Source: an optimization exercise on an open RTL-to-GDS flow (aim: small area, a short achievable clock period and few clock cycles per item). Production flows keep margins and buffers that such runs may drop. No functional check of the RTL was part of any run shown here.

==> design.v <==
module smolbit_mul #(parameter R = 8) (
    input  wire [31:0]   a,
    input  wire [31:0]   x,
    input  wire [R-1:0]  d,
    input  wire          inv,
    output wire [32+R:0] mac
);
    wire [31:0] xi = x ^ {32{inv}};
    assign mac = {{(R+1){1'b0}}, a} + xi * d + {{(32+R){1'b0}}, inv};
endmodule
module smolbit_div (
    input  wire [31:0] u,
    input  wire [4:0]  v,
    output wire [3:0]  k
);
    reg [4:0] l;
    integer i;
    always @* begin
        l = 5'd0;
        for (i = 0; i < 32; i = i + 1)
            if (u[i]) l = i[4:0];
    end
    wire [4:0] q = l / v;
    assign k = q[3:0];
endmodule
module smolbit_arith (
    input  wire        clk,
    input  wire        rst,
    input  wire        in_valid,
    output wire        in_ready,
    input  wire [2:0]  in_mode,
    input  wire [31:0] in_a,
    input  wire [31:0] in_b,
    output reg         out_valid,
    output wire [31:0] out_result
);
    localparam integer R  = 8;           
    localparam integer ND = 32 / R;      
    localparam integer DW = (ND > 4) ? 3 : 2;
    localparam [2:0] M_ADD = 3'd0, M_SUB = 3'd1, M_MUL = 3'd2, M_DIV = 3'd3,
                     M_MOV = 3'd4, M_LDI = 3'd5, M_POW = 3'd6, M_ROOT = 3'd7;
    localparam [2:0] S_IDLE  = 3'd0,
                     S_FAST  = 3'd1,   
                     S_MUL   = 3'd2,   
                     S_DALN  = 3'd3,   
                     S_DSUB  = 3'd4,   
                     S_RINIT = 3'd5,   
                     S_RSET  = 3'd6,   
                     S_RMUL  = 3'd7;   
    reg [2:0]    st;
    reg [31:0]   u, v, x, acc;
    reg          afirst;      
    reg          useu;        
    reg          subf;        
    reg          ispow;
    reg          ph;          
    reg [1:0]    nb;          
    reg [2:0]    e;           
    reg [4:0]    deg;         
    reg [DW-1:0] di;          
    reg [4:0]    cnt;         
    reg [3:0]    j;           
    reg          sgn;         
    reg          tval, tfail, pchk, xlost, ovf;
    assign out_result = acc;
    wire [31:0] addend = useu ? u : (afirst ? 32'd0 : acc);
    wire [31:0] vm = (st == S_RMUL) ? {16'd0, v[15:0]} : v;
    reg  [DW-1:0] lastd;
    integer t;
    always @* begin
        lastd = {DW{1'b0}};
        for (t = 1; t < ND; t = t + 1)
            if (vm[t*R +: R] != {R{1'b0}}) lastd = t[DW-1:0];
    end
    wire         last  = (di == lastd);
    wire [R-1:0] digit = v >> (di * R);
    reg  [R-1:0] d;
    reg          inv;
    always @* begin
        case (st)
        S_MUL, S_RMUL: begin d = digit; inv = 1'b0; end
        S_DSUB:        begin d = 1;     inv = ~sgn; end
        default:       begin d = 1;     inv = subf; end
        endcase
    end
    wire [32+R:0] mac;
    smolbit_mul #(.R(R)) u_mac (.a(addend), .x(x), .d(d), .inv(inv), .mac(mac));
    wire        xgtu = x > u;
    wire [3:0]  k0;
    smolbit_div u_k (.u(u), .v(deg), .k(k0));
    wire        pass  = tval & ~tfail & ~ovf & ~xgtu;
    wire [15:0] rn    = pass ? v[15:0] : v[31:16];
    wire [3:0]  jm    = j - 4'd1;
    wire [15:0] candn = rn | (16'd1 << jm);
    wire        ovfn  = ovf | (mac[32+R:32] != 0) | (xlost & (digit != 0));
    wire        sgnn  = sgn ^ inv ^ mac[32];
    reg fin;
    always @* begin
        case (st)
        S_FAST:  fin = 1'b1;
        S_MUL:   fin = last & (~ispow | ((ph | ~e[2]) & (nb == 2'd1)));
        S_DSUB:  fin = (cnt == 5'd0);
        S_RSET:  fin = (j == 4'd0);
        default: fin = 1'b0;
        endcase
    end
    assign in_ready = (st == S_IDLE) | fin;
    wire accept = in_valid & in_ready;
    function automatic [DW:0] ndig(input [31:0] w);
        integer i;
        begin
            ndig = 0;
            for (i = 0; i < ND; i = i + 1)
                if (w[i*R +: R] != {R{1'b0}}) ndig = i + 1;
        end
    endfunction
    wire swap = ndig(in_a) < ndig(in_b);
    wire b_zero = (in_b == 32'd0);
    wire b_one  = (in_b == 32'd1);
    wire b_ge16 = (in_b[31:4] != 28'd0);
    wire b_ge32 = (in_b[31:5] != 27'd0);
    wire a_zero = (in_a == 32'd0);
    always @(posedge clk) begin
        out_valid <= 1'b0;
        if (rst) begin
            st <= S_IDLE;
        end else begin
            out_valid <= fin;
            case (st)
            S_FAST: begin
                acc <= mac[31:0];
            end
            S_MUL: begin
                acc    <= mac[31:0];
                afirst <= 1'b0;
                if (!last) begin
                    x  <= x << R;
                    di <= di + 1'b1;
                end else if (ispow) begin
                    di     <= 0;
                    afirst <= 1'b1;
                    x      <= mac[31:0];
                    if (!ph && e[2]) begin
                        v  <= u;
                        ph <= 1'b1;
                    end else begin
                        v  <= mac[31:0];
                        ph <= 1'b0;
                        e  <= {e[1:0], 1'b0};
                        nb <= nb - 2'd1;
                    end
                end
            end
            S_DALN: begin
                acc <= 32'd0;
                if (!xgtu && !x[31]) begin
                    x   <= x << 1;
                    cnt <= cnt + 5'd1;
                end else begin
                    st  <= S_DSUB;
                end
            end
            S_DSUB: begin
                u   <= mac[31:0];
                sgn <= sgnn;
                acc <= {acc[30:0], ~sgnn};
                x   <= x >> 1;
                cnt <= cnt - 5'd1;
            end
            S_RINIT: begin
                v[31:16] <= 16'd1 << k0;
                j        <= k0;
                tval     <= 1'b0;
                st       <= S_RSET;
            end
            S_RSET: begin
                if (j == 4'd0) begin
                    acc <= {16'd0, rn};
                end else begin
                    v      <= {rn, candn};
                    x      <= {16'd0, candn};
                    j      <= jm;
                    cnt    <= deg - 5'd1;
                    tval   <= 1'b1;
                    tfail  <= 1'b0;
                    pchk   <= 1'b0;
                    afirst <= 1'b1;
                    di     <= 0;
                    xlost  <= 1'b0;
                    ovf    <= 1'b0;
                    st     <= S_RMUL;
                end
            end
            S_RMUL: begin
                acc    <= mac[31:0];
                afirst <= 1'b0;
                if (di == 0 && pchk && (ovf || xgtu)) begin
                    tfail <= 1'b1;
                    st    <= S_RSET;
                end else if (last) begin
                    x <= mac[31:0];
                    ovf <= ovfn;
                    if (cnt == 5'd1) begin
                        st <= S_RSET;
                    end else begin
                        cnt    <= cnt - 5'd1;
                        afirst <= 1'b1;
                        pchk   <= 1'b1;
                        di     <= 0;
                        xlost  <= 1'b0;
                    end
                end else begin
                    x     <= x << R;
                    di    <= di + 1'b1;
                    ovf   <= ovfn;
                    xlost <= xlost | (x[31:32-R] != 0);
                end
            end
            default: ;
            endcase
            if (fin)
                st <= S_IDLE;
            if (accept) begin
                u      <= in_a;
                afirst <= 1'b1;
                di     <= 0;
                subf   <= 1'b0;
                useu   <= 1'b0;
                ispow  <= 1'b0;
                st     <= S_FAST;
                x      <= in_b;
                case (in_mode)
                M_ADD: useu <= 1'b1;
                M_SUB: begin useu <= 1'b1; subf <= 1'b1; end
                M_MUL: begin
                    st <= S_MUL;
                    x  <= swap ? in_b : in_a;
                    v  <= swap ? in_a : in_b;
                end
                M_DIV: begin
                    if (b_zero) begin
                        x <= 32'd0;
                    end else begin
                        st   <= S_DALN;
                        useu <= 1'b1;
                        sgn  <= 1'b0;
                        cnt  <= 5'd0;
                    end
                end
                M_POW: begin
                    if (b_ge16)      x <= 32'd0;
                    else if (b_zero) x <= 32'd1;
                    else if (b_one)  x <= in_a;
                    else begin
                        st    <= S_MUL;
                        ispow <= 1'b1;
                        ph    <= 1'b0;
                        x     <= in_a;
                        v     <= in_a;
                        if (in_b[3]) begin
                            nb <= 2'd3; e <= in_b[2:0];
                        end else if (in_b[2]) begin
                            nb <= 2'd2; e <= {in_b[1:0], 1'b0};
                        end else begin
                            nb <= 2'd1; e <= {in_b[0], 2'b00};
                        end
                    end
                end
                M_ROOT: begin
                    if (b_zero || a_zero) x <= 32'd0;
                    else if (b_one)       x <= in_a;
                    else if (b_ge32)      x <= 32'd1;
                    else begin
                        st  <= S_RINIT;
                        deg <= in_b[4:0];
                    end
                end
                default: ;    
                endcase
            end
        end
    end
endmodule
==> run.sh <==
#!/bin/bash
# synth_recipe.tcl (not shown) runs the flow's synth.tcl, then flattens the netlist and writes it again
# the make line also repeats each setting of config.mk as NAME=value (left out here)
make -C /OpenROAD-flow-scripts/flow DESIGN_CONFIG=/design/flow/config.mk WORK_HOME=/design/flow/orfs CLKGATE_MAP_FILE= SYNTH_SCRIPT=/design/flow/synth_recipe.tcl finish
==> config.mk <==
export PLATFORM = sky130hd
export DESIGN_NAME = smolbit_arith
export DESIGN_NICKNAME = smolbit_arith
export VERILOG_FILES = /design/flow/design.v
export SDC_FILE = /design/flow/constraint.sdc
export NUM_CORES = 4
export LEC_CHECK = 0
export CAP_MARGIN = 20
export CORE_MARGIN = 2
export CORE_UTILIZATION = 40
export SLEW_MARGIN = 20
==> constraint.sdc <==
create_clock -name core_clock -period 8.0 [get_ports {clk}]
set_input_delay 1.6000 -clock core_clock [delete_from_list [all_inputs] [get_ports {clk}]]
set_output_delay 1.6000 -clock core_clock [all_outputs]
set_load 0.01 [all_outputs]
==> impl_metrics.py, run 1 <==
metrics = {
    "outcome": {
        "status": "finished with violations",
        "violatedChecks": "negative setup slack",
    },
    "logic_synthesis": {
        "synth-edff-count": 160,
        "synth_area_um2": 23500,
        "yosysSeqAreaShare": 0.208,
        "ys_ff_latch": 164,
        "yosysTopAreaCell": "edfxtp_1",
        "async_flop_share": 0,
        "syn_avg_cell_area_um2": 8.39,
        "synth_warnings": 2,
        "yosys-top-cells-count": "403 x nand2_1, 267 x nor2_1, 240 x inv_1",
        "synth_top_area_share": 0.204,
        "ys.flop_type": "edfxtp_1",
        "synth_nets": 3209,
        "synthCells": 2804,
        "synth_most_common_cell": "nand2_1",
        "synthDistinctLibCells": 105,
        "yosys-top-cells-area": "edfxtp_1 20%, fa_1 15%, ha_1 8.1%, nand2_1 6.4%, nor2_1 4.3%",
    },
    "clocking": {
        "cts_tree": "done",
        "cts_buffers": 17,
        "clkLatencyLatePin_ns": 0.47,
        "hold_buffers": 0,
        "clock_sinks": 164,
        "clk_pin_slew_ns": 0.07,
        "htreeDepth": 4,
        "cts_max_path_buffers": 2,
        "cts_root_buf": "clkbuf_16",
    },
    "detailed_routing": {
        "wl_per_cell_um": 27.6,
        "vias": 24900,
        "firstDrtPassIters": 8,
        "drc": 0,
        "totalWireLength_mm": 110,
        "drt_iter0_drc": 2797,
        "ant_nets": 0,
        "viasPerCell": 6.26,
    },
    "die": {
        "io_pins": 104,
        "initial_core_util": 0.406,
        "die_w_um": 247,
        "core_area_um2": 57900,
        "row_count": 88,
        "die_y_um": 247,
        "dieArea_um2": 60800,
    },
    "min_path": {
        "worstHoldStart": "acc[29]",
        "holdPathEnd": "acc[30]",
        "holdPathStages": 1,
        "hold_path_class": "reg -> reg",
    },
    "setup_path": {
        "crit_fanout": 7,
        "r2r-start": "st[2]",
        "max_stage_delay_ns": 0.55,
        "end_kind": "register",
        "critPathRequiredTime_ns": 8.21,
        "cpMostUsedCell": "buf_4",
        "cpMaxStageDelayCell": "fa_1",
        "worstReg2RegEnd": "ovf",
        "reg2reg_slack_ns": -0.19,
        "worstPathArrival_ns": 8.41,
        "crit_type": "reg -> reg",
        "cp-start-kind": "register",
        "worst-r2r-cell-count": 40,
    },
    "sta": {
        "finalCritPeriodShare": 1.02,
        "finalSetupViolCount": 15,
        "hold_violations": 0,
        "max_freq_mhz": 122,
        "fin_skew_ns": 0.0141,
        "fin_ws_ns": -0.194,
        "grt_setup_unrepaired": "yes",
        "whs_ns": 0.631,
        "period_minus_slack_ns": 8.19,
        "slew_headroom": 0.263,
        "maxSlewViolCount": 0,
        "tightest_slew_ns": 1.10,
    },
    "finish": {
        "final_nets": 3606,
        "synthToLayoutAreaGrowth_pct": 29.7,
        "drive_above_1_share": 0.227,
        "final_util": 0.527,
        "n_antenna_cell": 0,
    },
    "global_routing": {
        "grt_first_pass_wirelength_mm": 160,
        "first_global_vias": 24900,
        "grt_max_degree": 57,
        "antenna_found_initial": 1,
        "overflow": 0,
        "gr-usage-all-layers": 0.358,
    },
    "placed_design": {
        "dp_hpwl_mm": 87.0,
        "numPortBuffers": 103,
        "place_congestion": 1.04,
    },
    "run": {
        "maxCapViolCount": 0,
    },
}
## flip-flops by register name, indices dropped and copies added (netlist names), 2 cells and up
register,flops
acc,32
u,32
v,32
x,32
cnt,5
deg,5
j,4
e,3
st,3
di,2
nb,2
## layout make-up
class	count	area, µm²
fillers	5390	27400
multi-input cells	2253	18700
flip-flops and latches	164	4890
repair buffers	522	4440
well taps	765	957
inverters	243	915
clock buffers	18	429
clock inverters	13	159
## kinds of logic after synthesis
kind of cell	after synthesis	synth area share
adder cells (fa/ha/maj)	335	0.236
flip-flops	164	0.208
XOR/XNOR	137	0.0516
AO/OA/AOI/OAI	790	0.235
AND/OR/NAND/NOR	941	0.178
buffers and inverters	387	0.0649
multiplexers	50	0.0262
## worst max path at each step
stage / startpoint / to / cells after the start / slack [ns]
after floorplan: st[2] / ovf / 40 / -0.19
after global placement: st[2] / v[27] / 33 / -0.54
after detailed placement: st[2] / v[27] / 33 / -0.57
after CTS: st[2] / ovf / 39 / -0.07
after global routing: st[2] / ovf / 40 / -0.51
final: st[2] / ovf / 40 / -0.19
## through the flow
stage          setup TNS, ns  cell area, µm²  worst slack, ns  std cells
2_1_floorplan         -0.185           23900           -0.185       2804
6_report               -1.37           30500           -0.194       3978
5_1_grt                -9.83           30500           -0.510       3978
3_3_place_gp           -8.67           28200           -0.536       3902
4_1_cts               -0.139           29400          -0.0703       3952
3_5_place_dp          -12.06           28200           -0.572       3902
## layer usage
layer	global-route usage	vias up	routed length [µm]	share of wire
met5	0	-	13	0.00012
met3	0.0736	364	11000	0.10
met2	0.566	1497	49200	0.45
met1	0.451	12200	41900	0.38
met4	0.210	2	7730	0.070
li1	-	10800	-	-
## worst max-delay path: cells and delay by family (launching register included)
family	cells	cell delay [ns]
buf+inv	12	1.57
flops	1	0.32
simple gates	7	1.10
compound gates	12	1.85
xor+xnor	3	0.45
fa+ha+maj	6	2.62
## timing repair
action / 4_1_cts / 5_1_grt
pin swaps: 29 / 102
gates cloned: 1 / 0
endpoints found under the setup margin: 51 / 51
setup buffers: 19 / 32
gates resized for setup: 75 / 180
## cells in the final DEF (no fill, tap or decap), types with 24 or more instances in the layout
| cell type | count |
|---|---|
| nand3_1 | 39 |
| a21o_1 | 51 |
| o211ai_1 | 24 |
| edfxtp_1 | 160 |
| xor2_1 | 35 |
| nor3_1 | 38 |
| fa_1 | 178 |
| ha_1 | 141 |
| nor2_1 | 254 |
| a22oi_1 | 52 |
| mux2i_1 | 27 |
| buf_4 | 384 |
| o22ai_1 | 27 |
| clkdlybuf4s50_1 | 103 |
| o21ai_0 | 106 |
| xnor2_1 | 51 |
| a21oi_1 | 158 |
| a22o_1 | 47 |
| nand2_1 | 381 |
| inv_1 | 235 |
| nor4_1 | 33 |
| a221oi_1 | 25 |
| a21oi_2 | 26 |
==> run 2: changes to the inputs <==
--- a/design.v
+++ b/design.v
@@ -36,3 +36,3 @@
 );
-    localparam integer R  = 8;           
+    localparam integer R  = 4;           
     localparam integer ND = 32 / R;      
==> run 2 against run 1 <==
Compared with the run above: the run now finishes clean; routed wire length shrank 18%; synthesized cell count shrank 16%; worst setup slack gained 0.52 ns; final cell count shrank 22%.
==> impl_metrics.py, run 2 <==
metrics = {
    "outcome": {
        "status": "finished clean",
    },
    "detailed_routing": {
        "drc": 0,
        "totalWireLength_mm": 90.0,
        "viasPerCell": 6.68,
        "firstDrtPassIters": 7,
        "ant_nets": 0,
        "vias": 20800,
        "drt_iter0_drc": 3151,
        "wl_per_cell_um": 28.9,
    },
    "sta": {
        "period_minus_slack_ns": 7.67,
        "hold_violations": 0,
        "finalCritPeriodShare": 0.959,
        "max_freq_mhz": 130,
        "finalSetupViolCount": 0,
        "finalSetupTns_ns": 0,
        "slew_headroom": 0.165,
        "fin_skew_ns": 0.0166,
        "maxSlewViolCount": 0,
        "tightest_slew_ns": 1.22,
    },
    "logic_synthesis": {
        "synthSimpleGateAreaFrac": 0.179,
        "yosysTopAreaCell": "edfxtp_1",
        "ys_ff_latch": 165,
        "yosys.area_share.adder": 0.151,
        "synth_top_family_by_area": "compound AO/OA/AOI/OAI gates",
        "syn_avg_cell_area_um2": 8.22,
        "synth_compound_gate_area_share": 0.282,
        "synth-edff-count": 161,
        "async_flop_share": 0,
        "yosysSeqAreaShare": 0.253,
        "synthDistinctLibCells": 88,
        "synth_warnings": 2,
        "synthCells": 2363,
        "yosys-top-cells-area": "edfxtp_1 25%, ha_1 8.7%, nand2_1 6.6%, fa_1 6.4%, a21oi_1 4.4%",
        "synth_most_common_cell": "nand2_1",
        "ys.flop_type": "edfxtp_1",
        "yosys-mux-area-fraction": 0.0332,
        "synth_top_area_share": 0.249,
        "synth_area_um2": 19400,
        "synthXorXnorAreaFrac": 0.0464,
        "synth_nets": 2630,
        "yosys-top-cells-count": "341 x nand2_1, 170 x a21oi_1, 167 x o21ai_0",
    },
    "placed_design": {
        "place_congestion": 1.04,
        "placed_cell_area_um2": 21800,
        "numPortBuffers": 103,
        "dp_hpwl_mm": 70.1,
    },
    "setup_path": {
        "crit_type": "reg -> reg",
        "worstPathArrival_ns": 7.86,
        "cpMostUsedCell": "buf_4",
        "max_stage_delay_ns": 0.56,
        "end_kind": "register",
        "critPathRequiredTime_ns": 8.19,
        "cpMaxStageDelayCell": "fa_1",
        "crit_fanout": 19,
        "crit_family": "compound AO/OA/AOI/OAI gates",
        "cp-start-kind": "register",
        "path_buf_inv": 6,
    },
    "run": {
        "maxCapViolCount": 0,
    },
    "finish": {
        "n_antenna_cell": 0,
        "fillers": 4705,
        "final_common_cell": "nand2_1",
        "synthToLayoutAreaGrowth_pct": 16.4,
        "final_area_um2": 22600,
        "final_util": 0.472,
        "final_nets": 2758,
        "mostFrequentLayoutCells": "341 x nand2_1, 167 x a21oi_1, 166 x o21ai_0",
        "drive_above_1_share": 0.104,
    },
    "clocking": {
        "cts_buffers": 17,
        "clk_pin_slew_ns": 0.08,
        "cts_root_buf": "clkbuf_16",
        "clkLatencyLatePin_ns": 0.47,
        "htreeDepth": 4,
        "clock_sinks": 165,
        "cts_tree": "done",
        "cts_max_path_buffers": 2,
    },
    "die": {
        "core_area_um2": 47800,
        "initial_core_util": 0.406,
        "dieArea_um2": 50300,
        "row_count": 80,
        "die_y_um": 224,
        "die_w_um": 224,
        "io_pins": 104,
    },
    "global_routing": {
        "first_global_vias": 19800,
        "antenna_found_initial": 2,
        "grt_max_degree": 45,
        "overflow": 0,
        "grt_first_pass_wirelength_mm": 132,
        "gr-usage-all-layers": 0.354,
    },
    "min_path": {
        "hold_path_class": "reg -> reg",
    },
}
==> run 2: final cells by class <==
cell class                      instances  area, µm²  area share
Tap cell                              615        769      0.0340
Clock buffer                           17        425      0.0188
Multi-Input combinational cell       1914      13700       0.605
Inverter                              148        556      0.0246
Sequential cell                       165       4920       0.218
Clock inverter                         15        165     0.00731
Timing Repair Buffer                  245       2100      0.0929
==> run 2: metal layers <==
layer,part of all wire,track usage
met1,0.41,0.488
met2,0.43,0.537
met5,0.00012,0
met4,0.054,0.163
met3,0.11,0.0647
==> run 2: per-stage QoR <==
stage          setup WS, ns  hold WS [ns]  std cells
2_1_floorplan         0.427         0.592       2363
3_3_place_gp         0.0874         0.581       3075
3_5_place_dp         0.0254         0.584       3075
4_1_cts              0.0884         0.608       3107
5_1_grt             -0.0352         0.643       3119
6_report              0.328         0.607       3119
==> run 2: what timing repair did <==
| action | in CTS | in global routing |
|---|---|---|
| setup endpoints to repair | 4 | 44 |
| gates resized for setup | 1 | 23 |
| hold buffers | 0 | 0 |
| setup buffers | 0 | 12 |
| cloned | 0 | 0 |
| pin swaps | 0 | 4 |
==> run 2: final timing paths <==
kind                            slack (ns)      end  depth (start not counted)    start
worst max register to register        0.33    x[28]                         30    di[0]
worst max-delay path                  0.33    x[28]                         30    di[0]
worst min register to register        0.61  acc[31]                          2  acc[30]
worst min-delay path                  0.61  acc[31]                          2  acc[30]
==> run 2: cells by family (layout without fill, tap and decap cells) <==
family          after synthesis  count (layout)
compound gates              813             813
simple gates                748             748
buf+inv                     284             425
fa+ha+maj                   197             197
flops                       165             165
xor+xnor                    103             103
mux                          53              53
==> run 2: worst min-delay path, delay by kind of cell (launching register included) <==
family,cells,cell delay [ns]
flip-flops,1,0.38
AO/OA/AOI/OAI,1,0.07
AND/OR/NAND/NOR,1,0.05

-- separate check: timing with driven ports --
Ports are ideal in the flow. The routed layouts listed here were re-timed in OpenROAD.
Step 1, drivers: a clkbuf_16 drives clk and a buf_2 each remaining input, both assumed.
Step 2, shift: input delay + t, output delay - t, t = (earliest + latest rising clock arrival at the registers) / 2. This alone moves slack from input paths to output paths.
a / b / c = ideal ports / drivers / drivers and shift; a / b = the first two.
run | t, ns | setup slack, ns | worst setup path after step 2 | slew at the worst register clock pin (ns) | pins driven straight from the clock port
run 1 | 0.512 | -0.194 / -0.194 / -0.194 | register to register | 0.07 / 0.07 | 1
run 2 | 0.518 | 0.328 / 0.328 / 0.328 | register to register | 0.08 / 0.08 | 1
